This design comes from an exercise in tuning for small area, a short achievable clock period and few clock cycles per item on the open sky130 flow, not from production work. At most, simulation tests tie the RTL to the original design; equivalence was not proved. No functional check of the RTL was part of runs 1 to 3. Power and IR drop assume default switching activity.

==> flow/design.v <==
module tfv_frontend (
    input              clk,
    input              rst,             
    input              start,           
    input              clear,           
    input      [7:0]   codec_sel,       
    input      [1:0]   transport_sel,   
    input      [31:0]  buf_len,         
    output             mem_req,
    output     [10:0]  mem_addr,
    input              mem_gnt,
    input      [7:0]   mem_rdata,
    output     [1:0]   state,           
    output     [3:0]   err_code,
    output     [7:0]   err_detail,
    output     [31:0]  err_offset,
    output     [63:0]  err_expected,
    output     [63:0]  err_actual,
    output     [15:0]  crc_result,
    output     [7:0]   rec_count,
    output     [31:0]  rec_size,
    output             dg_valid,
    output     [15:0]  dg_packet_id,
    output     [7:0]   dg_seq_id,
    output     [15:0]  dg_decl_len,
    output     [119:0] dev_id
);
    localparam [1:0] ST_IDLE = 2'd0, ST_BUSY = 2'd1, ST_OK = 2'd2, ST_ERR = 2'd3;
    localparam [3:0] E_INVALID_PARAM = 4'd1, E_TOO_SHORT = 4'd2, E_LENGTH = 4'd3,
                     E_PREAMBLE = 4'd4, E_CHECKSUM = 4'd5, E_MARKER = 4'd6,
                     E_DEVID_LEN = 4'd7, E_CODEC = 4'd8, E_REC_COUNT = 4'd9;
    localparam [2:0] K_NONE  = 3'd0,
                     K_LEN   = 3'd1,    
                     K_PRE   = 3'd2,    
                     K_CODEC = 3'd3,    
                     K_N1    = 3'd4,    
                     K_N2    = 3'd5,    
                     K_IDL   = 3'd6,    
                     K_LAST  = 3'd7;    
    reg [1:0]   st;
    reg [7:0]   codec_r;
    reg [1:0]   tr_r;
    reg [31:0]  n_r;
    wire        dg = tr_r[0];
    reg         rq;
    reg [10:0]  ra;
    reg         pre;           
    reg         dv;            
    reg [2:0]   dk;            
    reg         dc;            
    reg [143:0] srn;           
    wire [143:0] sr = ~srn;
    reg [15:0]  crc;
    reg [7:0]   n1;
    reg         cm;            
    reg         nm;            
    reg [10:0]  q;
    reg [7:0]   rm;
    reg [3:0]   dcnt;
    reg         dact;
    reg         ep;            
    reg         fin;           
    reg         cbad;          
    reg [3:0]   code;
    reg [1:0]   sub;
    function [15:0] crc8;
        input [15:0] c;
        input [7:0]  b;
        integer k;
        begin
            crc8 = c ^ {8'h00, b};
            for (k = 0; k < 8; k = k + 1)
                crc8 = crc8[0] ? ((crc8 >> 1) ^ 16'hA001) : (crc8 >> 1);
        end
    endfunction
    wire [11:0] n12  = n_r[11:0];
    wire [12:0] nmk  = {1'b0, n12} - (dg ? 13'd2 : 13'd12);
    wire in_codec_ok = (codec_sel == 8'h08) || (codec_sel == 8'h8E) || (codec_sel == 8'h10);
    wire in_n_big    = (buf_len > 32'd2048);
    wire in_short    = transport_sel[0] ? (buf_len < 32'd2) : (buf_len < 32'd8);
    wire in_dg_pre   = (buf_len[11:0] >= 12'd26);
    wire take_start  = (st != ST_BUSY) && start && !clear;
    wire take_clear  = (st != ST_BUSY) && clear;
    wire [11:0] ra_inc = {1'b0, ra} + 12'd1;
    reg  [10:0] ra_nx;
    reg         rq_last;
    reg  [2:0]  rk;
    always @* begin
        ra_nx   = ra_inc[10:0];
        rq_last = 1'b0;
        rk      = K_NONE;
        if (!dg) begin
            if (ra == 11'd7) ra_nx = 11'd0;
            if (ra == 11'd3) ra_nx = 11'd8;
            rq_last = (ra_inc == n12);
            if (ra == 11'd7)      rk = K_LEN;
            else if (ra == 11'd3) rk = K_PRE;
            else if (ra == 11'd8) rk = K_CODEC;
            else if (ra == 11'd9) rk = K_N1;
            else if (rq_last)     rk = K_LAST;
        end else if (pre) begin
            if (ra == 11'd23)      begin ra_nx = 11'd24;      rk = K_CODEC; end
            else if (ra == 11'd24) begin ra_nx = nmk[10:0] + 11'd1; rk = K_N1; end
            else                   begin ra_nx = 11'd0;       rk = K_N2; end
        end else begin
            case (ra[4:0])
            5'd1: ra_nx = 11'd4;
            5'd4: ra_nx = 11'd6;
            5'd7: ra_nx = 11'd2;
            5'd3: ra_nx = 11'd5;
            5'd5: ra_nx = 11'd8;
            default: ;
            endcase
            rq_last = (ra == 11'd22) || (ra == 11'd1 && n12 < 12'd23);
            if (ra == 11'd1)       rk = K_LEN;
            else if (ra == 11'd4)  rk = K_PRE;
            else if (ra == 11'd7)  rk = K_IDL;
            else if (ra == 11'd22) rk = K_LAST;
        end
    end
    wire take = rq && mem_gnt;
    wire        proc  = (st == ST_BUSY) && dv && !ep && !fin;
    wire [7:0]  rd    = mem_rdata;
    wire [31:0] low   = {sr[23:0], rd};
    wire        len_eq = dg ? (low[15:0] == {4'd0, nmk[11:0]})
                            : (!nmk[12] && low == {20'd0, nmk[11:0]});
    wire [8:0]  dsh   = {rm, q[10]};
    wire        dfit  = dsh >= {1'b0, n1};
    wire [8:0]  dsub  = dsh - {1'b0, n1};
    wire        plen_lt3 = dg ? (n12 < 12'd26) : (n12 < 12'd15);
    wire        cb_now   = !dg && (low != {16'd0, crc});
    wire        n2_bad   = !dg && !cm && (sr[31:24] != n1);
    wire        fe_cb    = fin ? cbad : cb_now;
    wire        fe_nm    = fin ? nm : (nm || n2_bad);
    reg  [1:0]  fe_st;
    reg  [3:0]  fe_code;
    reg  [1:0]  fe_sub;
    always @* begin
        fe_st   = ST_ERR;
        fe_code = 4'd0;
        fe_sub  = 2'd0;
        if (fe_cb) begin
            fe_code = E_CHECKSUM;
        end else if (plen_lt3) begin
            fe_code = E_TOO_SHORT; fe_sub = 2'd2;
        end else if (cm) begin
            fe_code = E_CODEC;
        end else if (fe_nm) begin
            fe_code = E_REC_COUNT;
        end else if (n1 == 8'd0) begin
            if (q != 11'd0) begin
                fe_code = E_REC_COUNT; fe_sub = 2'd1;
            end else
                fe_st = ST_OK;
        end else if (rm != 8'd0) begin
            fe_code = E_REC_COUNT; fe_sub = 2'd2;
        end else
            fe_st = ST_OK;
    end
    wire [32:0] lexp = {1'b0, dg ? 16'd0 : sr[31:16], sr[15:0]} + (dg ? 33'd2 : 33'd12);
    always @(posedge clk) begin
        dv <= take;
        if (take) begin
            ra <= ra_nx;
            dk <= rk;
            dc <= !dg && (ra >= 11'd11) && !rq_last;
            if (dg && pre && ra != 11'd23 && ra != 11'd24)
                pre <= 1'b0;
            if (rq_last)
                rq <= 1'b0;
        end
        if (dact && st == ST_BUSY) begin
            rm   <= dfit ? dsub[7:0] : dsh[7:0];
            q    <= {q[9:0], dfit};
            dcnt <= dcnt - 4'd1;
            if (dcnt == 4'd0)
                dact <= 1'b0;
        end
        if (rst) begin
            st   <= ST_IDLE;
            rq   <= 1'b0;
            code <= 4'd0;
            crc  <= 16'd0;
        end else if (st != ST_BUSY) begin
            if (take_clear) begin
                st   <= ST_IDLE;
                code <= 4'd0;
                crc  <= 16'd0;
            end else if (take_start) begin
                st      <= ST_BUSY;
                codec_r <= codec_sel;
                tr_r    <= transport_sel;
                n_r     <= buf_len;
                crc     <= 16'd0;
                cm      <= 1'b0;
                nm      <= 1'b0;
                fin     <= 1'b0;
                dact    <= 1'b0;
                q       <= buf_len[10:0] - (transport_sel[0] ? 11'd26 : 11'd15);
                ep      <= 1'b1;
                rq      <= 1'b0;
                sub     <= 2'd0;
                if (!in_codec_ok) begin
                    code <= E_INVALID_PARAM; sub <= 2'd1;
                end else if (transport_sel[1]) begin
                    code <= E_INVALID_PARAM; sub <= 2'd2;
                end else if (in_n_big) begin
                    code <= E_INVALID_PARAM; sub <= 2'd3;
                end else if (in_short) begin
                    code <= E_TOO_SHORT;
                end else begin
                    code <= 4'd0;
                    ep   <= 1'b0;
                    rq   <= 1'b1;
                    if (!transport_sel[0]) begin
                        ra <= 11'd4; pre <= 1'b0;
                    end else if (in_dg_pre) begin
                        ra <= 11'd23; pre <= 1'b1;
                    end else begin
                        ra <= 11'd0; pre <= 1'b0;
                    end
                end
            end
        end else begin
            if (ep) begin
                st <= ST_ERR;
                if (code == E_LENGTH)
                    srn[32:0] <= ~lexp;
            end else if (fin) begin
                if (!dact) begin
                    st   <= fe_st;
                    code <= fe_code;
                    sub  <= fe_sub;
                end
            end else if (proc) begin
                srn <= {srn[135:0], ~rd};
                if (dc)
                    crc <= crc8(crc, sr[23:16]);
                case (dk)
                K_LEN: begin
                    if (!len_eq) begin
                        code <= E_LENGTH; ep <= 1'b1; rq <= 1'b0;
                    end else if (dg && n12 < 12'd23) begin
                        code <= E_TOO_SHORT; sub <= 2'd1; ep <= 1'b1; rq <= 1'b0;
                    end
                end
                K_PRE: begin
                    if (dg ? (rd != 8'd1) : (low != 32'd0)) begin
                        code <= dg ? E_MARKER : E_PREAMBLE; ep <= 1'b1; rq <= 1'b0;
                    end
                end
                K_IDL: begin
                    if (low[15:0] != 16'd15) begin
                        code <= E_DEVID_LEN; ep <= 1'b1; rq <= 1'b0;
                    end
                end
                K_CODEC: begin
                    if (rd != codec_r) begin
                        cm <= 1'b1; rm <= rd;
                    end
                end
                K_N1: begin
                    n1 <= rd;
                    if (rd != 8'd0 && !cm) begin
                        dact <= 1'b1; rm <= 8'd0; dcnt <= 4'd10;
                    end
                end
                K_N2: begin
                    if (!cm && rd != n1) begin
                        nm <= 1'b1; rm <= rd; dact <= 1'b0;
                    end
                end
                K_LAST: begin
                    cbad <= cb_now;
                    if (n2_bad) begin
                        nm <= 1'b1; rm <= sr[31:24]; dact <= 1'b0;
                    end
                    if (dact && !n2_bad) begin
                        fin <= 1'b1;
                    end else begin
                        st   <= fe_st;
                        code <= fe_code;
                        sub  <= fe_sub;
                    end
                end
                default: ;
                endcase
            end
        end
    end
    wire ok    = (st == ST_OK);
    wire dg_ok = ok && dg;
    wire c1 = (code == E_INVALID_PARAM);
    wire c2 = (code == E_TOO_SHORT);
    wire c3 = (code == E_LENGTH);
    wire c4 = (code == E_PREAMBLE);
    wire c5 = (code == E_CHECKSUM);
    wire c6 = (code == E_MARKER);
    wire c7 = (code == E_DEVID_LEN);
    wire c8 = (code == E_CODEC);
    wire c9 = (code == E_REC_COUNT);
    wire [10:0] pbase = dg ? 11'd23 : 11'd8;
    wire [10:0] n_off = n_r[10:0] - (c5 ? 11'd4 : dg ? 11'd1 : 11'd5);
    wire [1:0]  plen2 = dg ? n_r[1:0] + 2'd1 : n_r[1:0];
    reg [10:0] off;
    reg [32:0] exp_v;
    reg [31:0] act_v;
    always @* begin
        off   = 11'd0;
        exp_v = 33'd0;
        act_v = 32'd0;
        case (code)
        E_INVALID_PARAM: begin
            exp_v = (sub == 2'd3) ? 33'd2048 : 33'd0;
            act_v = (sub == 2'd1) ? {24'd0, codec_r} : (sub == 2'd2) ? {30'd0, tr_r} : n_r;
        end
        E_TOO_SHORT: begin
            if (sub == 2'd2) begin
                off = pbase; exp_v = 33'd3; act_v = {30'd0, plen2};
            end else begin
                exp_v = (sub == 2'd1) ? 33'd23 : dg ? 33'd2 : 33'd8;
                act_v = n_r;
            end
        end
        E_LENGTH: begin
            off = dg ? 11'd0 : 11'd4; exp_v = sr[32:0]; act_v = n_r;
        end
        E_PREAMBLE: begin
            act_v = sr[31:0];
        end
        E_CHECKSUM: begin
            off = n_off; exp_v = {17'd0, crc}; act_v = sr[31:0];
        end
        E_MARKER: begin
            off = 11'd4; exp_v = 33'd1; act_v = {24'd0, sr[7:0]};
        end
        E_DEVID_LEN: begin
            off = 11'd6; exp_v = 33'd15; act_v = {16'd0, sr[15:0]};
        end
        E_CODEC: begin
            off = pbase; exp_v = {25'd0, codec_r}; act_v = {24'd0, rm};
        end
        E_REC_COUNT: begin
            if (sub == 2'd0) begin
                off = n_off; exp_v = {25'd0, n1}; act_v = {24'd0, rm};
            end else begin
                off = pbase + 11'd2;
                act_v = (sub == 2'd1) ? {21'd0, q} : {24'd0, rm};
            end
        end
        default: ;
        endcase
    end
    assign mem_req      = rq;
    assign mem_addr     = ra;
    assign state        = st;
    assign err_code     = code;
    assign err_detail   = c1 ? {6'd0, sub} : 8'd0;
    assign err_offset   = {21'd0, off};
    assign err_expected = {31'd0, exp_v};
    assign err_actual   = {32'd0, act_v};
    assign crc_result   = crc;
    assign rec_count    = ok ? n1 : 8'd0;
    assign rec_size     = ok ? {21'd0, q} : 32'd0;
    assign dg_valid     = dg_ok;
    assign dg_packet_id = dg_ok ? sr[143:128] : 16'd0;
    assign dg_seq_id    = dg_ok ? sr[127:120] : 8'd0;
    assign dg_decl_len  = dg_ok ? {4'd0, nmk[11:0]} : 16'd0;
    assign dev_id       = dg_ok ? sr[119:0] : 120'd0;
endmodule
==> flow/run.sh <==
#!/bin/bash
# synth_recipe.tcl (not shown) runs the flow's synth.tcl, then flattens the netlist and writes it again
# the make line also repeats each setting of config.mk as NAME=value (left out here)
make -C /OpenROAD-flow-scripts/flow DESIGN_CONFIG=/design/flow/config.mk WORK_HOME=/design/flow/orfs CLKGATE_MAP_FILE= SYNTH_SCRIPT=/design/flow/synth_recipe.tcl finish
==> flow/config.mk <==
export PLATFORM = sky130hd
export DESIGN_NAME = tfv_frontend
export DESIGN_NICKNAME = tfv_frontend
export VERILOG_FILES = /design/flow/design.v
export SDC_FILE = /design/flow/constraint.sdc
export NUM_CORES = 4
export LEC_CHECK = 0
export CAP_MARGIN = 20
export CORE_MARGIN = 2
export CORE_UTILIZATION = 40
export SETUP_SLACK_MARGIN = 2.5
export SLEW_MARGIN = 20
==> flow/constraint.sdc <==
create_clock -name core_clock -period 6.0 [get_ports {clk}]
set_input_delay 1.2000 -clock core_clock [delete_from_list [all_inputs] [get_ports {clk}]]
set_output_delay 1.2000 -clock core_clock [all_outputs]
set_load 0.01 [all_outputs]
==> results of run 1 <==
-- where the power goes --
group,total (mW),switching (mW),internal (mW),leakage (nW)
sequential,2.06,0.0686,2.00,2.33
combinational,0.872,0.480,0.392,7.06
clock,1.86,0.807,1.05,0.488
total,4.80,1.36,3.44,9.88
-- registers in the layout (all words and copies together) (netlist names), 3 cells and up --
register and count:
dk 3, code 4, n_r 32, rm 8, crc 16, n1 8
dcnt 4, ra 11, q 11, srn 144, codec_r 8
-- what timing repair did --
action	CTS	global route
cloned	13	18
endpoints found under the hold margin	0	0
resized for setup	529	502
pin swaps	55	70
setup buffers	92	54
setup endpoints to repair	388	411
-- stage by stage --
step | area [um2] | instances
floorplan | 17200 | 1949
global placement | 20200 | 2608
global route | 23600 | 2843
CTS | 22700 | 2771
detailed placement | 20200 | 2608
finish | 23600 | 2843
-- cells by family (layout without fill, tap and decap cells) --
| kind of cell | count (synthesis) | count (layout) |
|---|---|---|
| multiplexers | 44 | 44 |
| AND/OR/NAND/NOR | 708 | 709 |
| other | 1 | 115 |
| buffers and inverters | 289 | 650 |
| flip-flops | 265 | 265 |
| XOR/XNOR | 160 | 160 |
| AO/OA/AOI/OAI | 331 | 331 |
| adder cells (fa/ha/maj) | 37 | 37 |
-- synthesized netlist by cell type (all sizes together) (15+ instances only) --
master,count
nor2,323
edfxtp,205
nand2,139
buf,136
clkbuf,104
xnor2,103
o21ai,99
a21oi,83
dfxtp,60
xor2,54
nor3,51
inv,48
nor4,39
ha,34
mux2i,33
nand3,29
a22oi,24
and2,22
nand4,20
and3,16
nor2b,15
-- cell usage in the layout (no fill, tap or decap), types with 12 or more instances in the layout --
cell	Yosys	layout
nand3_1	29	26
xor2_1	54	52
a31oi_1	13	12
edfxtp_1	205	205
buf_12	0	17
nor4_1	36	33
o211ai_1	14	14
nand4_1	20	20
xnor2_1	102	94
clkbuf_2	1	91
nand2_2	0	12
ha_1	34	25
and2_1	18	19
dlygate4sd2_1	0	48
o21ai_2	0	13
nand2_1	139	118
nor2_1	323	294
buf_2	9	72
a22oi_1	24	20
clkdlybuf4s50_1	0	99
nor2_2	0	24
a21oi_1	81	71
dlymetal6s2s_1	0	19
buf_6	2	41
o21ai_0	97	68
buf_4	116	116
clkbuf_16	0	44
inv_1	48	37
mux2i_1	33	25
o21ai_1	2	13
conb_1	1	115
dfxtp_1	60	52
nor3_1	46	39
nor2b_1	15	13
-- worst max-delay path by stage --
stage | to | slack, ns | cells after the start
detailed placement | ra[4]$_DFF_P_ | 1.43 | 9
finish | err_offset[9] | 1.86 | 9
CTS | dg_decl_len[11] | 1.88 | 9
global placement | ra[0]$_DFF_P_ | 1.56 | 9
global route | err_offset[9] | 1.79 | 9
floorplan | err_offset[9] | 2.28 | 13
-- critical path: stages, from the launching register on --
cell and delay, ns:
edfxtp_1 0.40, buf_6 0.12, clkinvlp_4 0.14, nor2_4 0.13, ha_4 0.21, a21boi_4 0.14
or4_4 0.53, or3_4 0.39, a21oi_2 0.13, buf_2 0.14
-- layer usage --
| layer | part of all wire (%) | wire (um) |
|---|---|---|
| met1 | 41 | 29400 |
| met2 | 46 | 33000 |
| met3 | 9.9 | 7170 |
| met4 | 3.9 | 2810 |
| met5 | 0 | 0 |
-- layout make-up --
type / instances / area (um2) / share of cell area (%)
Multi-Input combinational cell: 1396 / 9350 / 39.6
Sequential cell: 265 / 7380 / 31.2
Timing Repair Buffer: 543 / 5000 / 21.2
Clock buffer: 41 / 855 / 3.62
Tap cell: 532 / 666 / 2.82
Inverter: 49 / 216 / 0.917
Clock inverter: 17 / 143 / 0.604
==> impl_metrics.json, run 1 <==
{
  "hp-class": "reg2reg",
  "row_count": 74,
  "wl_per_cell_um": 25.5,
  "total_power_divided_by_cell_area_nw_per_um2": 203,
  "yosysWarnings": 1,
  "antenna_left": 0,
  "wirelength_mm": 72.4,
  "mean_syn_cell_area_um2": 9.12,
  "holdPathStages": 0,
  "seq_area_frac_synth_pct": 44.0,
  "final_period_demand_of_the_worst_path_ns": 4.14,
  "die_area_um2": 43500,
  "io_pins": 458,
  "global_route.usage.met2_pct": 48.5,
  "grt_pass1_wl_mm": 98.9,
  "initial_utilization_pct": 40.8,
  "finalSetupViolCount": 0,
  "nets": 2378,
  "critical_path_class": "reg2out",
  "area_growth_syn_to_layout_pct": 41.1,
  "post_synth_instance_area_um2": 16700,
  "setup-tns-final_ns": 0,
  "design.core.area_um2": 41000,
  "outcome": "complete, no violations",
  "drt-initial-drc-count": 1751,
  "drtPass1Iterations": 6,
  "synth_ff_type": "edfxtp_1",
  "synth.area.mux_share_pct": 2.71,
  "vias_per_cell": 5.71,
  "crit-reg2reg-launch": "srn[15]$_DFFE_PP_",
  "total_leakage_power_nw": 9.88,
  "buffer_ports.inserted": 342,
  "synth_top_family_by_area": "simple AND/OR/NAND/NOR gates",
  "worst_skew_pair.late_latency_ns": 0.61,
  "layout.filler_cells": 3680,
  "number_of_enable_type_register_cells_in_the_synthesized_netlist": 205,
  "die_width_um": 209,
  "clkSlewWorstSetupHoldPaths_ns": 0.07,
  "min-delay-start": "srn[39]$_DFFE_PP_",
  "grt_peak_use_layer": "met2",
  "slew_at_the_pin_with_the_worst_max_slew_slack_ns": 1.06,
  "slew_viol_final": 0,
  "total_power_mw": 4.80,
  "rsz0062_at_grt": "true",
  "dp_hpwl_mm": 47.6,
  "synth_xor_xnor_area_share_pct": 8.67,
  "holdWs_ns": 0.431,
  "synth-seq-cells": 265,
  "final.setup_skew_ns": 0.0356,
  "slew_headroom_pct": 28.6,
  "hold_buffer_count_at_cts": 0,
  "remaining_design_rule_violation_count": 0,
  "worstReg2RegEnd": "code[0]$_SDFFE_PP0P_",
  "hold_viol_final": 0,
  "m1_gr_usage_pct": 41.1,
  "cell_variety_after_synth": 86,
  "synth_area_leaders": "edfxtp_1, nor2_1, dfxtp_1",
  "cts_buffers": 31,
  "worst_slack_ns": 1.86,
  "start_kind": "register",
  "num_vias": 16200,
  "drive_gt1_share_pct": 27.5,
  "r2r.worst_path.cells": 7,
  "cts.sinks": 265,
  "grt_util_met3_pct": 5.36,
  "cts_buffer_depth": 3,
  "cp-startpoint": "tr_r[0]$_DFFE_PP_",
  "synth_top_area_cell": "edfxtp_1",
  "yosysTopAreaCellShare_pct": 36.8,
  "r2r_slack_ns": 2.42,
  "number_of_global_route_vias_before_repair": 15100,
  "data_required_time_of_the_critical_path_ns": 4.80,
  "timing.max_cap.violations": 0,
  "root_buffer": "clkbuf_16",
  "grt_max_degree": 112,
  "dp_slack_ns": 1.43,
  "num_antenna_cells": 0,
  "fin_util_pct": 57.6,
  "routabilityCongestion": 0.937,
  "maxClockFrequency_mhz": 241,
  "globalRoute.totalOverflow": 0,
  "worstPathMaxFanout": 4,
  "dieHeight_um": 209,
  "worstHoldEndpoint": "srn[47]$_DFFE_PP_",
  "synth_fa_ha_area_share_pct": 2.90,
  "cts_tree": "done",
  "synthesis.instances": 1835,
  "global_route.usage.total_pct": 30.3,
  "worst_ep_arrival_time_ns": 2.94,
  "synth-simple-area-share_pct": 19.6,
  "h_tree_level_count": 1,
  "async_set_or_reset_flop_fraction_in_the_synthesized_netlist_pct": 0,
  "synth_compound_gate_area_share_pct": 12.8,
  "vdd_drop_max_mv": 0.135,
  "antenna_found_initial": 0,
  "endpoint_type_of_the_worst_setup_path": "primary output",
  "finalCritPeriodShare_pct": 69.1
}
==> run 2, diff against run 1 <==
--- a/flow/config.mk
+++ b/flow/config.mk
@@ -10,3 +10,3 @@
 export CORE_UTILIZATION = 40
-export SETUP_SLACK_MARGIN = 2.5
+export SETUP_SLACK_MARGIN = 3.5
 export SLEW_MARGIN = 20
==> run 2 against run 1 <==
Sequential share of layout area fell by 6.3 points. Wire length rose by 12%. Critical endpoint unchanged. Still clean on timing, DRC and antenna. Setup slack got worse by 0.014 ns. Critical path type unchanged. Highest routed layer is now met5. Critical path depth rose by 3. Clock power rose by 2%. Non-clock buffer count rose by 299. Via count rose by 11%. Maximum frequency fell by 0.33%. Largest power group unchanged. Area after synthesis did not move.
==> impl_metrics.json, run 2 <==
{
  "layout_top_registers": "srn: 144 flops, n_r: 32 flops, crc: 16 flops",
  "total_power_divided_by_cell_area_nw_per_um2": 171,
  "h_tree_level_count": 1,
  "die_area_um2": 43500,
  "global_route.usage.total_pct": 34.3,
  "number_of_enable_type_register_cells_in_the_synthesized_netlist": 205,
  "row_count": 74,
  "rsz0062_at_grt": "true",
  "footprint_of_the_multi_input_gates_um2": 11400,
  "synthTopCellsByCount": "nor2_1, edfxtp_1, nand2_1",
  "clkSlewWorstSetupHoldPaths_ns": 0.06,
  "layout.filler_cells": 2774,
  "remaining_design_rule_violation_count": 0,
  "num_vias": 18000,
  "synth_area_leaders": "edfxtp_1, nor2_1, dfxtp_1",
  "worstReg2RegEnd": "rq$_SDFF_PP0_",
  "synthesis.instances": 1835,
  "crit-reg2reg-launch": "n_r[1]$_DFFE_PP_",
  "r2r.worst_path.cells": 16,
  "finalCritPeriodShare_pct": 69.3,
  "routabilityCongestion": 0.970,
  "wirelength_mm": 80.9,
  "synth-simple-area-share_pct": 19.6,
  "seq_area_frac_synth_pct": 44.0,
  "outcome": "complete, no violations",
  "synth_xor_xnor_area_share_pct": 8.67,
  "slew_viol_final": 0,
  "post_synth_instance_area_um2": 16700,
  "largest_register_ff_count": 144,
  "dp_hpwl_mm": 47.3,
  "vdd_drop_max_mv": 0.237,
  "buffer_ports.inserted": 342,
  "final_period_demand_of_the_worst_path_ns": 4.16,
  "cp-startpoint": "code[3]$_SDFFE_PP0P_",
  "synth_top_area_cell": "edfxtp_1",
  "num_antenna_cells": 0,
  "vias_per_cell": 5.73,
  "finalSetupViolCount": 0,
  "wl_per_cell_um": 25.7,
  "final_common_cell": "buf_6",
  "maxClockFrequency_mhz": 241,
  "cts_buffer_depth": 3,
  "worstHoldEndpoint": "srn[89]$_DFFE_PP_",
  "holdWs_ns": 0.509,
  "hp-class": "reg2reg",
  "total_power_mw": 5.11,
  "worst_ep_arrival_time_ns": 2.96,
  "layout.area.seq_um2": 7470,
  "cell_variety_after_synth": 86,
  "synth-seq-cells": 265,
  "yosysTopAreaCellShare_pct": 36.8,
  "place_inst": 2609,
  "r2r_slack_ns": 2.30,
  "design.core.area_um2": 41000,
  "total_leakage_power_nw": 12.0,
  "cts_tree": "done",
  "setup-tns-final_ns": 0,
  "final.setup_skew_ns": 0.0325,
  "worstPathMaxFanout": 4,
  "mean_syn_cell_area_um2": 9.12,
  "hold_viol_final": 0,
  "yosysWarnings": 1,
  "drive_gt1_share_pct": 51.1,
  "instances_no_fill": 3145,
  "synth_ff_type": "edfxtp_1",
  "slew_headroom_pct": 39.1,
  "antenna_found_initial": 4,
  "slew_at_the_pin_with_the_worst_max_slew_slack_ns": 0.913,
  "yosysMostFrequentCell": "nor2_1",
  "grt_pass1_wl_mm": 112,
  "holdPathStages": 0,
  "nets": 2682,
  "synth_fa_ha_area_share_pct": 2.90,
  "min-delay-start": "srn[81]$_DFFE_PP_",
  "worst_skew_pair.late_latency_ns": 0.62,
  "globalRoute.totalOverflow": 0,
  "drt-initial-drc-count": 1959,
  "antenna_left": 0,
  "dieHeight_um": 209,
  "layout_common_cells": "buf_6, buf_4, edfxtp_1",
  "initial_utilization_pct": 40.8,
  "cts_buffers": 31,
  "timing.max_cap.violations": 0,
  "area_growth_syn_to_layout_pct": 79.0,
  "critical_path_class": "reg2out",
  "synth_top_family_by_area": "simple AND/OR/NAND/NOR gates",
  "grt_max_degree": 51,
  "endpoint_type_of_the_worst_setup_path": "primary output",
  "synth_compound_gate_area_share_pct": 12.8,
  "drtPass1Iterations": 8,
  "registers.top_by_ff_count": "srn",
  "root_buffer": "clkbuf_16",
  "die_width_um": 209,
  "data_required_time_of_the_critical_path_ns": 4.80,
  "synth.area.mux_share_pct": 2.71,
  "io_pins": 458,
  "cts.sinks": 265,
  "start_kind": "register",
  "number_of_global_route_vias_before_repair": 16700,
  "async_set_or_reset_flop_fraction_in_the_synthesized_netlist_pct": 0
}
## run 2: power breakdown
group          total, mW  switching (mW)  internal, mW
sequential          2.04          0.0565          1.98
clock               1.90           0.847          1.05
combinational       1.18           0.586         0.590
total               5.11            1.49          3.62
## run 2: how the worst max path moves through the flow
stage | endpoint | slack, ns | cells past startpoint
after floorplan | err_offset[9] | 2.30 | 13
after global placement | err_offset[9] | 1.63 | 8
after detailed placement | err_offset[9] | 1.59 | 8
after CTS | err_offset[9] | 1.80 | 12
after global routing | err_offset[9] | 1.77 | 12
final | err_offset[9] | 1.84 | 12
## run 2: timing repair
item                       in CTS  in global routing
pin swaps                     126                103
gates cloned                   31                  0
hold buffers                    0                  0
setup endpoints to repair     550                518
resized for setup            1487                578
setup buffers                 320                129
## run 2: metrics by stage
stage               worst slack [ns]  utilization, %  area [um2]
floorplan                       2.30               -       19400
global placement                1.63            53.1       21800
detailed placement              1.59            53.1       21800
CTS                             1.80            67.4       27700
global route                    1.77            73.0       29900
finish                          1.84            73.0       29900
## run 2: metal layers
metal | share of wire [%] | track usage [%]
met4 | 5.0 | 13.0
met5 | 0.038 | 0
met3 | 11 | 7.68
met2 | 46 | 55.1
met1 | 38 | 45.1
## run 2: final cells by class
cell class	count	share of cell area, %
Clock buffer	35	2.67
Clock inverter	21	0.618
Inverter	49	0.865
Multi-Input combinational cell	1400	38.2
Sequential cell	265	24.9
Tap cell	532	2.22
Timing Repair Buffer	842	30.5
Timing Repair inverter	1	0.0251
## run 2: logic make-up after synthesis
logic type               count (synthesis)
AND/OR/NAND/NOR                        708
AO/OA/AOI/OAI                          331
buffers and inverters                  289
flip-flops                             265
XOR/XNOR                               160
multiplexers                            44
adder cells (fa/ha/maj)                 37
other                                    1
## run 2: critical path: stages, from the launching register on
cell and delay, ns:
dfxtp_4 0.36, inv_6 0.07, nand2_8 0.05, nor2_4 0.16, nand2_4 0.08, clkinv_4 0.06, nor2_4 0.03, ha_4 0.21
a21boi_4 0.14, or4_4 0.56, or3_1 0.34, a21oi_2 0.14, buf_2 0.15
==> run 3, diff against run 2 <==
--- a/flow/design.v
+++ b/flow/design.v
@@ -42,3 +42,3 @@
     reg [1:0]   tr_r;
-    reg [31:0]  n_r;
+    reg [11:0]  n_r;           
     wire        dg = tr_r[0];
@@ -75,3 +75,3 @@
     endfunction
-    wire [11:0] n12  = n_r[11:0];
+    wire [11:0] n12  = n_r;
     wire [12:0] nmk  = {1'b0, n12} - (dg ? 13'd2 : 13'd12);
@@ -192,3 +192,4 @@
                 tr_r    <= transport_sel;
-                n_r     <= buf_len;
+                n_r     <= buf_len[11:0];
+                srn[31:0] <= ~buf_len;    
                 crc     <= 16'd0;
@@ -314,3 +315,3 @@
             exp_v = (sub == 2'd3) ? 33'd2048 : 33'd0;
-            act_v = (sub == 2'd1) ? {24'd0, codec_r} : (sub == 2'd2) ? {30'd0, tr_r} : n_r;
+            act_v = (sub == 2'd1) ? {24'd0, codec_r} : (sub == 2'd2) ? {30'd0, tr_r} : sr[31:0];
         end
@@ -321,3 +322,3 @@
                 exp_v = (sub == 2'd1) ? 33'd23 : dg ? 33'd2 : 33'd8;
-                act_v = n_r;
+                act_v = {20'd0, n_r};
             end
@@ -325,3 +326,3 @@
         E_LENGTH: begin
-            off = dg ? 11'd0 : 11'd4; exp_v = sr[32:0]; act_v = n_r;
+            off = dg ? 11'd0 : 11'd4; exp_v = sr[32:0]; act_v = {20'd0, n_r};
         end
@@ -367,3 +368,3 @@
     assign dg_seq_id    = dg_ok ? sr[127:120] : 8'd0;
-    assign dg_decl_len  = dg_ok ? {4'd0, nmk[11:0]} : 16'd0;
+    assign dg_decl_len  = dg_ok ? {5'd0, nmk[10:0]} : 16'd0;
     assign dev_id       = dg_ok ? sr[119:0] : 120'd0;
--- a/flow/config.mk
+++ b/flow/config.mk
@@ -10,3 +10,3 @@
 export CORE_UTILIZATION = 40
-export SETUP_SLACK_MARGIN = 3.5
+export SETUP_SLACK_MARGIN = 2.5
 export SLEW_MARGIN = 20
==> run 3 against run 2 <==
Critical endpoint unchanged. Setup slack better by 0.14 ns. Power decreased by 9.1%. Sequential power fell by 4%. Critical path depth shrank 2. Core utilization is 16 points lower.
==> impl_metrics.json, run 3 <==
{
  "dp_hpwl_mm": 47.1,
  "worst_ep_arrival_time_ns": 2.81,
  "cts.sinks": 245,
  "antenna_left": 0,
  "total_power_mw": 4.65,
  "rsz0062_at_grt": "true",
  "worst_skew_pair.late_latency_ns": 0.59,
  "design.core.area_um2": 39800,
  "synth_xor_xnor_area_share_pct": 9.24,
  "layout_common_cells": "nor2_1, edfxtp_1, dlygate4sd2_1",
  "cts_tree": "done",
  "yosysWarnings": 1,
  "number_of_enable_type_register_cells_in_the_synthesized_netlist": 185,
  "remaining_design_rule_violation_count": 0,
  "placedInstanceArea_um2": 19700,
  "slew_headroom_pct": 25.0,
  "num_vias": 16000,
  "synth-simple-area-share_pct": 20.2,
  "vias_per_cell": 5.75,
  "nets": 2321,
  "wl_per_cell_um": 24.8,
  "holdWs_ns": 0.444,
  "synthesis.instances": 1827,
  "synth_ff_type": "edfxtp_1",
  "cell_variety_after_synth": 87,
  "dp_slack_ns": 1.39,
  "synthTopCellsByCount": "nor2_1, edfxtp_1, clkbuf_1",
  "fin_area_um2": 22700,
  "mean_syn_cell_area_um2": 8.86,
  "maxClockFrequency_mhz": 249,
  "total_leakage_power_nw": 9.94,
  "cts_buffer_depth": 3,
  "instances_no_fill": 2777,
  "largest_register_ff_count": 144,
  "async_set_or_reset_flop_fraction_in_the_synthesized_netlist_pct": 0,
  "synth_area_leaders": "edfxtp_1, nor2_1, dfxtp_1",
  "buffer_ports.inserted": 341,
  "hold_buffer_count_at_cts": 0,
  "layout_top_registers": "srn: 144 flops, crc: 16 flops, n_r: 12 flops",
  "total_power_divided_by_cell_area_nw_per_um2": 205,
  "yosysMostFrequentCell": "nor2_1",
  "dieHeight_um": 205,
  "finalCritPeriodShare_pct": 66.9,
  "drt-initial-drc-count": 1792,
  "synth-seq-cells": 245,
  "vdd_drop_max_mv": 0.143,
  "io_pins": 458,
  "grt_pass1_wl_mm": 97.2,
  "die_width_um": 205,
  "place_inst": 2592,
  "final_common_cell": "nor2_1",
  "seq_area_frac_synth_pct": 41.7,
  "final.setup_skew_ns": 0.0151,
  "setup-tns-final_ns": 0,
  "timing.max_cap.violations": 0,
  "area_growth_syn_to_layout_pct": 40.2,
  "initial_utilization_pct": 40.7,
  "final_period_demand_of_the_worst_path_ns": 4.01,
  "clkSlewWorstSetupHoldPaths_ns": 0.07,
  "worst_slack_ns": 1.99,
  "slew_at_the_pin_with_the_worst_max_slew_slack_ns": 1.12,
  "hold_viol_final": 0,
  "row_count": 73,
  "endpoint_type_of_the_worst_setup_path": "primary output",
  "root_buffer": "clkbuf_16",
  "num_antenna_cells": 0,
  "synth_fa_ha_area_share_pct": 3.00,
  "registers.top_by_ff_count": "srn",
  "outcome": "complete, no violations",
  "h_tree_level_count": 1,
  "drive_gt1_share_pct": 19.7,
  "start_kind": "register",
  "worstPathMaxFanout": 4,
  "antenna_found_initial": 1,
  "post_synth_instance_area_um2": 16200,
  "data_required_time_of_the_critical_path_ns": 4.80,
  "yosysTopAreaCellShare_pct": 34.3,
  "synth_top_area_cell": "edfxtp_1",
  "synth_top_family_by_area": "simple AND/OR/NAND/NOR gates",
  "finalSetupViolCount": 0,
  "cts_buffers": 29,
  "hp-class": "reg2reg",
  "drtPass1Iterations": 12,
  "fin_util_pct": 57.0,
  "synth_compound_gate_area_share_pct": 14.7,
  "routabilityCongestion": 1.00,
  "global_route.usage.total_pct": 30.8,
  "number_of_global_route_vias_before_repair": 14800,
  "globalRoute.totalOverflow": 0,
  "critical_path_class": "reg2out",
  "grt_max_degree": 63,
  "wirelength_mm": 68.8,
  "synth.area.mux_share_pct": 1.18,
  "slew_viol_final": 0,
  "die_area_um2": 42100
}
run 3: report_power, final:
| group | switching, mW | internal, mW | total [mW] | leakage, nW |
|---|---|---|---|---|
| clock network | 0.760 | 1.04 | 1.80 | 0.490 |
| registers | 0.101 | 1.86 | 1.96 | 2.16 |
| logic | 0.504 | 0.377 | 0.881 | 7.29 |
run 3: path summary, 6_finish.rpt:
path / from / end / slack [ns] / cells past startpoint
worst max register to register: tr_r[0]$_DFFE_PP_ / code[0]$_SDFFE_PP0P_ / 2.17 / 15
worst max-delay path: code[2]$_SDFFE_PP0P_ / err_offset[9] / 1.99 / 10
worst min register to register: srn[93]$_DFFE_PP_ / srn[101]$_DFFE_PP_ / 0.44 / 0
worst min-delay path: srn[93]$_DFFE_PP_ / srn[101]$_DFFE_PP_ / 0.44 / 0
run 3: cells by family after synthesis:
| family | Yosys count |
|---|---|
| AND/OR/NAND/NOR | 700 |
| other | 1 |
| multiplexers | 19 |
| adder cells (fa/ha/maj) | 37 |
| flip-flops | 245 |
| buffers and inverters | 305 |
| XOR/XNOR | 163 |
| AO/OA/AOI/OAI | 357 |
run 3: metal layers:
metal,track usage (%),share of wire [%],vias to the layer above
li1,-,-,7053
met1,41.4,40,7739
met2,48.3,45,967
met3,6.78,10,200
met4,12.5,4.7,0
met5,0,0,-
run 3: final cells by class:
| type | instances | area (um2) |
|---|---|---|
| tap | 525 | 657 |
| multi-input combinational | 1396 | 9280 |
| inverter | 55 | 235 |
| fill | 3615 | 17100 |
| timing repair buffer | 502 | 4800 |
| clock inverter | 11 | 108 |
| clock buffer | 43 | 857 |
| sequential | 245 | 6780 |
run 3: timing repair:
item | CTS | global route
buffers inserted | 90 | 28
resized for setup | 543 | 206
endpoints found under the hold margin | 0 | 0
setup endpoints to repair | 314 | 221
gates cloned | 8 | 5
pin swaps | 71 | 45
run 3: critical path, cell delays in order (launching register included):
cell and delay [ns]:
dfxtp_4 0.36, nor2b_4 0.14, and3_4 0.24, nor2_4 0.05
ha_4 0.23, a21boi_4 0.14, or4_4 0.48, nor3_4 0.15
xnor2_1 0.09, nor2_1 0.17, buf_2 0.15
==> run 4, diff against run 3 <==
--- a/flow/design.v
+++ b/flow/design.v
@@ -42,3 +42,3 @@
     reg [1:0]   tr_r;
-    reg [11:0]  n_r;           
+    reg [31:0]  n_r;
     wire        dg = tr_r[0];
@@ -50,4 +50,3 @@
     reg         dc;            
-    reg [143:0] srn;           
-    wire [143:0] sr = ~srn;
+    reg [143:0] sr;
     reg [15:0]  crc;
@@ -62,3 +61,2 @@
     reg         fin;           
-    reg         cbad;          
     reg [3:0]   code;
@@ -75,3 +73,3 @@
     endfunction
-    wire [11:0] n12  = n_r;
+    wire [11:0] n12  = n_r[11:0];
     wire [12:0] nmk  = {1'b0, n12} - (dg ? 13'd2 : 13'd12);
@@ -130,31 +128,3 @@
     wire        plen_lt3 = dg ? (n12 < 12'd26) : (n12 < 12'd15);
-    wire        cb_now   = !dg && (low != {16'd0, crc});
-    wire        n2_bad   = !dg && !cm && (sr[31:24] != n1);
-    wire        fe_cb    = fin ? cbad : cb_now;
-    wire        fe_nm    = fin ? nm : (nm || n2_bad);
-    reg  [1:0]  fe_st;
-    reg  [3:0]  fe_code;
-    reg  [1:0]  fe_sub;
-    always @* begin
-        fe_st   = ST_ERR;
-        fe_code = 4'd0;
-        fe_sub  = 2'd0;
-        if (fe_cb) begin
-            fe_code = E_CHECKSUM;
-        end else if (plen_lt3) begin
-            fe_code = E_TOO_SHORT; fe_sub = 2'd2;
-        end else if (cm) begin
-            fe_code = E_CODEC;
-        end else if (fe_nm) begin
-            fe_code = E_REC_COUNT;
-        end else if (n1 == 8'd0) begin
-            if (q != 11'd0) begin
-                fe_code = E_REC_COUNT; fe_sub = 2'd1;
-            end else
-                fe_st = ST_OK;
-        end else if (rm != 8'd0) begin
-            fe_code = E_REC_COUNT; fe_sub = 2'd2;
-        end else
-            fe_st = ST_OK;
-    end
+    wire        crc_bad  = !dg && (sr[31:0] != {16'd0, crc});
     wire [32:0] lexp = {1'b0, dg ? 16'd0 : sr[31:16], sr[15:0]} + (dg ? 33'd2 : 33'd12);
@@ -165,3 +135,3 @@
             dk <= rk;
-            dc <= !dg && (ra >= 11'd11) && !rq_last;
+            dc <= !dg && (ra >= 11'd12);
             if (dg && pre && ra != 11'd23 && ra != 11'd24)
@@ -192,4 +162,3 @@
                 tr_r    <= transport_sel;
-                n_r     <= buf_len[11:0];
-                srn[31:0] <= ~buf_len;    
+                n_r     <= buf_len;
                 crc     <= 16'd0;
@@ -228,13 +197,28 @@
                 if (code == E_LENGTH)
-                    srn[32:0] <= ~lexp;
+                    sr[32:0] <= lexp;
             end else if (fin) begin
                 if (!dact) begin
-                    st   <= fe_st;
-                    code <= fe_code;
-                    sub  <= fe_sub;
+                    st <= ST_ERR;
+                    if (crc_bad) begin
+                        code <= E_CHECKSUM;
+                    end else if (plen_lt3) begin
+                        code <= E_TOO_SHORT; sub <= 2'd2;
+                    end else if (cm) begin
+                        code <= E_CODEC;
+                    end else if (nm) begin
+                        code <= E_REC_COUNT; sub <= 2'd0;
+                    end else if (n1 == 8'd0) begin
+                        if (q != 11'd0) begin
+                            code <= E_REC_COUNT; sub <= 2'd1;
+                        end else
+                            st <= ST_OK;
+                    end else if (rm != 8'd0) begin
+                        code <= E_REC_COUNT; sub <= 2'd2;
+                    end else
+                        st <= ST_OK;
                 end
             end else if (proc) begin
-                srn <= {srn[135:0], ~rd};
+                sr <= {sr[135:0], rd};
                 if (dc)
-                    crc <= crc8(crc, sr[23:16]);
+                    crc <= crc8(crc, sr[31:24]);
                 case (dk)
@@ -274,13 +258,6 @@
                 K_LAST: begin
-                    cbad <= cb_now;
-                    if (n2_bad) begin
+                    fin <= 1'b1;
+                    if (!dg && !cm && sr[31:24] != n1) begin
                         nm <= 1'b1; rm <= sr[31:24]; dact <= 1'b0;
                     end
-                    if (dact && !n2_bad) begin
-                        fin <= 1'b1;
-                    end else begin
-                        st   <= fe_st;
-                        code <= fe_code;
-                        sub  <= fe_sub;
-                    end
                 end
@@ -315,3 +292,3 @@
             exp_v = (sub == 2'd3) ? 33'd2048 : 33'd0;
-            act_v = (sub == 2'd1) ? {24'd0, codec_r} : (sub == 2'd2) ? {30'd0, tr_r} : sr[31:0];
+            act_v = (sub == 2'd1) ? {24'd0, codec_r} : (sub == 2'd2) ? {30'd0, tr_r} : n_r;
         end
@@ -322,3 +299,3 @@
                 exp_v = (sub == 2'd1) ? 33'd23 : dg ? 33'd2 : 33'd8;
-                act_v = {20'd0, n_r};
+                act_v = n_r;
             end
@@ -326,3 +303,3 @@
         E_LENGTH: begin
-            off = dg ? 11'd0 : 11'd4; exp_v = sr[32:0]; act_v = {20'd0, n_r};
+            off = dg ? 11'd0 : 11'd4; exp_v = sr[32:0]; act_v = n_r;
         end
@@ -368,3 +345,3 @@
     assign dg_seq_id    = dg_ok ? sr[127:120] : 8'd0;
-    assign dg_decl_len  = dg_ok ? {5'd0, nmk[10:0]} : 16'd0;
+    assign dg_decl_len  = dg_ok ? {4'd0, nmk[11:0]} : 16'd0;
     assign dev_id       = dg_ok ? sr[119:0] : 120'd0;
--- a/flow/config.mk
+++ b/flow/config.mk
@@ -10,3 +10,2 @@
 export CORE_UTILIZATION = 40
-export SETUP_SLACK_MARGIN = 2.5
 export SLEW_MARGIN = 20
==> run 4 against run 3 <==
Synthesized cell count decreased by 0.82%. Hold slack lost 0.0053 ns. Sequential share of layout area is 4.4 points higher. Combinational power is 6.1% lower. Maximum frequency decreased by 26%. Critical path type unchanged. Highest routed layer unchanged.
==> impl_metrics.json, run 4 <==
{
  "outcome": "complete, no violations",
  "worst_skew_pair.late_latency_ns": 0.58,
  "synth_top_family_by_area": "simple AND/OR/NAND/NOR gates",
  "total_leakage_power_nw": 8.13,
  "async_set_or_reset_flop_fraction_in_the_synthesized_netlist_pct": 0,
  "instances_no_fill": 2630,
  "clkSlewWorstSetupHoldPaths_ns": 0.06,
  "crit-reg2reg-launch": "tr_r[0]$_DFFE_PP_",
  "h_tree_level_count": 1,
  "nets": 2161,
  "vdd_drop_max_mv": 0.246,
  "timing.max_cap.violations": 0,
  "final_common_cell": "clkdlybuf4s50_1",
  "hp-class": "reg2reg",
  "r2r.worst_path.cells": 10,
  "drt-initial-drc-count": 1507,
  "area_growth_syn_to_layout_pct": 25.3,
  "layout_top_registers": "sr: 144 flops, n_r: 32 flops, crc: 16 flops",
  "cts_buffers": 31,
  "synth_area_leaders": "edfxtp_1, dfxtp_1, and3_1",
  "dieHeight_um": 211,
  "netSwitchingPower_mw": 1.37,
  "root_buffer": "clkbuf_16",
  "maxClockFrequency_mhz": 184,
  "vias_per_cell": 5.67,
  "slew_viol_final": 0,
  "mean_syn_cell_area_um2": 9.42,
  "fin_area_um2": 21400,
  "hold_buffer_count_at_cts": 0,
  "wl_per_cell_um": 22.7,
  "cts_buffer_depth": 3,
  "crit_end": "err_offset[9]",
  "wirelength_mm": 59.6,
  "p_clk_share_pct": 38.1,
  "worst_ep_arrival_time_ns": 4.25,
  "cts_tree": "done",
  "synthesis.instances": 1812,
  "final_period_demand_of_the_worst_path_ns": 5.45,
  "dp_hpwl_mm": 43.1,
  "internal-power_mw": 3.50,
  "num_antenna_cells": 0,
  "cell_variety_after_synth": 75,
  "worst_slack_ns": 0.554,
  "num_vias": 14900,
  "layout.filler_cells": 3864,
  "slew_at_the_pin_with_the_worst_max_slew_slack_ns": 1.12,
  "buffer_ports.inserted": 342,
  "synth-seq-cells": 264,
  "placedInstanceArea_um2": 20400,
  "grt_pass1_wl_mm": 87.0,
  "synth-simple-area-share_pct": 21.3,
  "synthTopCellsByCount": "edfxtp_1, and3_1, nor2_1",
  "io_pins": 458,
  "worstReg2RegEnd": "sr[29]$_DFFE_PP_",
  "post_synth_instance_area_um2": 17100,
  "synth_top_area_cell": "edfxtp_1",
  "layout.area.seq_um2": 7330,
  "setup-tns-final_ns": 0,
  "drtPass1Iterations": 8,
  "layout_common_cells": "clkdlybuf4s50_1, edfxtp_1, and3_1",
  "footprint_of_the_multi_input_gates_um2": 8610,
  "synth.area.mux_share_pct": 1.16,
  "data_required_time_of_the_critical_path_ns": 4.80,
  "comb_pwr_share_pct": 17.0,
  "row_count": 75,
  "initial_utilization_pct": 40.6,
  "worstPathMaxFanout": 16,
  "number_of_enable_type_register_cells_in_the_synthesized_netlist": 204,
  "largest_register_ff_count": 144,
  "design.core.area_um2": 42000,
  "synth_xor_xnor_area_share_pct": 8.64,
  "yosysWarnings": 1,
  "cts.repair.resized": 0,
  "synth_fa_ha_area_share_pct": 2.85,
  "slew_headroom_pct": 25.1,
  "remaining_design_rule_violation_count": 0,
  "post-cts-setup-buffers": 0,
  "fin_util_pct": 50.9,
  "seq_area_frac_synth_pct": 42.9,
  "antenna_found_initial": 0,
  "start_kind": "register",
  "globalRoute.totalOverflow": 0,
  "registers.top_by_ff_count": "sr",
  "hold_viol_final": 0,
  "cp-startpoint": "code[3]$_SDFFE_PP0P_",
  "yosysTopAreaCellShare_pct": 35.9,
  "critical_path_class": "reg2out",
  "grt_max_degree": 138,
  "global_route.usage.total_pct": 25.6,
  "yosysMostFrequentCell": "edfxtp_1",
  "drive_gt1_share_pct": 4.35,
  "dp_slack_ns": 1.22,
  "die_width_um": 211,
  "finalCritPeriodShare_pct": 90.8,
  "endpoint_type_of_the_worst_setup_path": "primary output",
  "r2r_slack_ns": 1.85,
  "total_power_divided_by_cell_area_nw_per_um2": 228,
  "finalSetupViolCount": 0,
  "number_of_global_route_vias_before_repair": 13900,
  "synth_compound_gate_area_share_pct": 13.8,
  "synth_ff_type": "edfxtp_1",
  "final.setup_skew_ns": 0.0135,
  "routabilityCongestion": 0.944,
  "cts.sinks": 264,
  "switching_share_pct": 28.2,
  "rsz0062_at_grt": "false",
  "place_inst": 2575,
  "die_area_um2": 44300,
  "power.share.sequential_pct": 44.9,
  "antenna_left": 0
}
## run 4: how the worst min path moves through the flow
stage,end,slack (ns),startpoint,cells after the start
floorplan,sr[100]$_DFFE_PP_,0.42,sr[92]$_DFFE_PP_,0
global placement,sr[53]$_DFFE_PP_,0.42,sr[45]$_DFFE_PP_,0
detailed placement,sr[55]$_DFFE_PP_,0.43,sr[47]$_DFFE_PP_,0
CTS,sr[63]$_DFFE_PP_,0.44,sr[55]$_DFFE_PP_,0
global route,sr[47]$_DFFE_PP_,0.45,sr[39]$_DFFE_PP_,0
finish,sr[81]$_DFFE_PP_,0.44,sr[73]$_DFFE_PP_,0
## run 4: stage by stage
step	power (mW)	hold slack [ns]
2_1_floorplan	2.76	0.418
3_3_place_gp	3.02	0.420
3_5_place_dp	3.03	0.426
4_1_cts	4.89	0.439
5_1_grt	5.05	0.451
6_report	4.87	0.439
## run 4: final cells by class
cell class / instances / area share, %
multi-input combinational: 1356 / 40.3
sequential: 264 / 34.3
timing repair buffer: 364 / 16.8
clock buffer: 38 / 3.75
tap: 539 / 3.15
inverter: 52 / 0.925
clock inverter: 17 / 0.825
## run 4: worst max-delay path: stages (launching register included)
cell	delay, ns
dfxtp_1	0.53
nor2b_1	0.63
nor2b_1	0.24
nand2_1	0.11
clkinv_1	0.10
nor2_1	0.04
ha_1	0.30
a21boi_0	0.14
or4_1	0.49
or3_1	0.37
a21oi_1	0.14
clkdlybuf4s50_1	0.55
## run 4: per-layer routing
layer	vias up	routed length, um	global-route usage, %
met3	124	4270	4.04
li1	6878	-	-
met1	7234	25500	34.3
met4	0	2100	8.62
met2	672	27800	42.3
met5	-	0	0
## run 4: power by group through the flow
stage                     clock, mW  combinational, mW  sequential (mW)
after global placement            0              0.803             2.22
after detailed placement          0              0.811             2.22
after floorplan                   0              0.616             2.15
after CTS                      1.89              0.817             2.18
after global routing           1.96              0.900             2.19
final                          1.86              0.827             2.19
## run 4: cell families after synthesis
logic type | after synthesis
other cells | 1
simple gates | 689
xor+xnor | 157
buf+inv | 306
flops | 264
compound gates | 339
mux | 19
fa+ha+maj | 37
Testbench counts of run 4, summed over its fixed seeds: cycles 63,058, frames 384.

re-timing with driven ports:
In the flow no input, the clock included, has a driving cell. The finished layouts below were timed again as built, in two steps. Step 1 sets driving cells, clkbuf_16 on the clock port and buf_2 on the other inputs (assumed; they add their load-dependent delay and slew). Step 2 moves the port delays by t, midway between the first and last clock arrival at a register: inputs arrive t later, outputs are due t later. That takes back most of the time a late clock gives input paths. Three values: ideal ports, drivers, drivers and shift; two values: the first two.
run | t, ns | slack for setup (ns) | hold WS [ns] | clock arrival spread, ns | pins driven straight from the clock port
run 1 | 0.644 | 1.856 / 1.802 / 1.832 | 0.431 / 0.431 / 0.431 | 0.037 / 0.038 | 1
run 2 | 0.665 | 1.842 / 1.783 / 1.961 | 0.509 / 0.509 / 0.509 | 0.033 / 0.033 | 1
run 3 | 0.637 | 1.987 / 1.931 / 1.882 | 0.444 / 0.444 / 0.444 | 0.018 / 0.017 | 1
run 4 | 0.633 | 0.554 / 0.498 / 1.131 | 0.439 / 0.439 / 0.439 | 0.013 / 0.013 | 1
After both steps setup and hold are still met in every run listed. For run 3, which loses most, drivers alone change the setup slack by -0.056 ns; drivers and shift together by -0.105 ns.
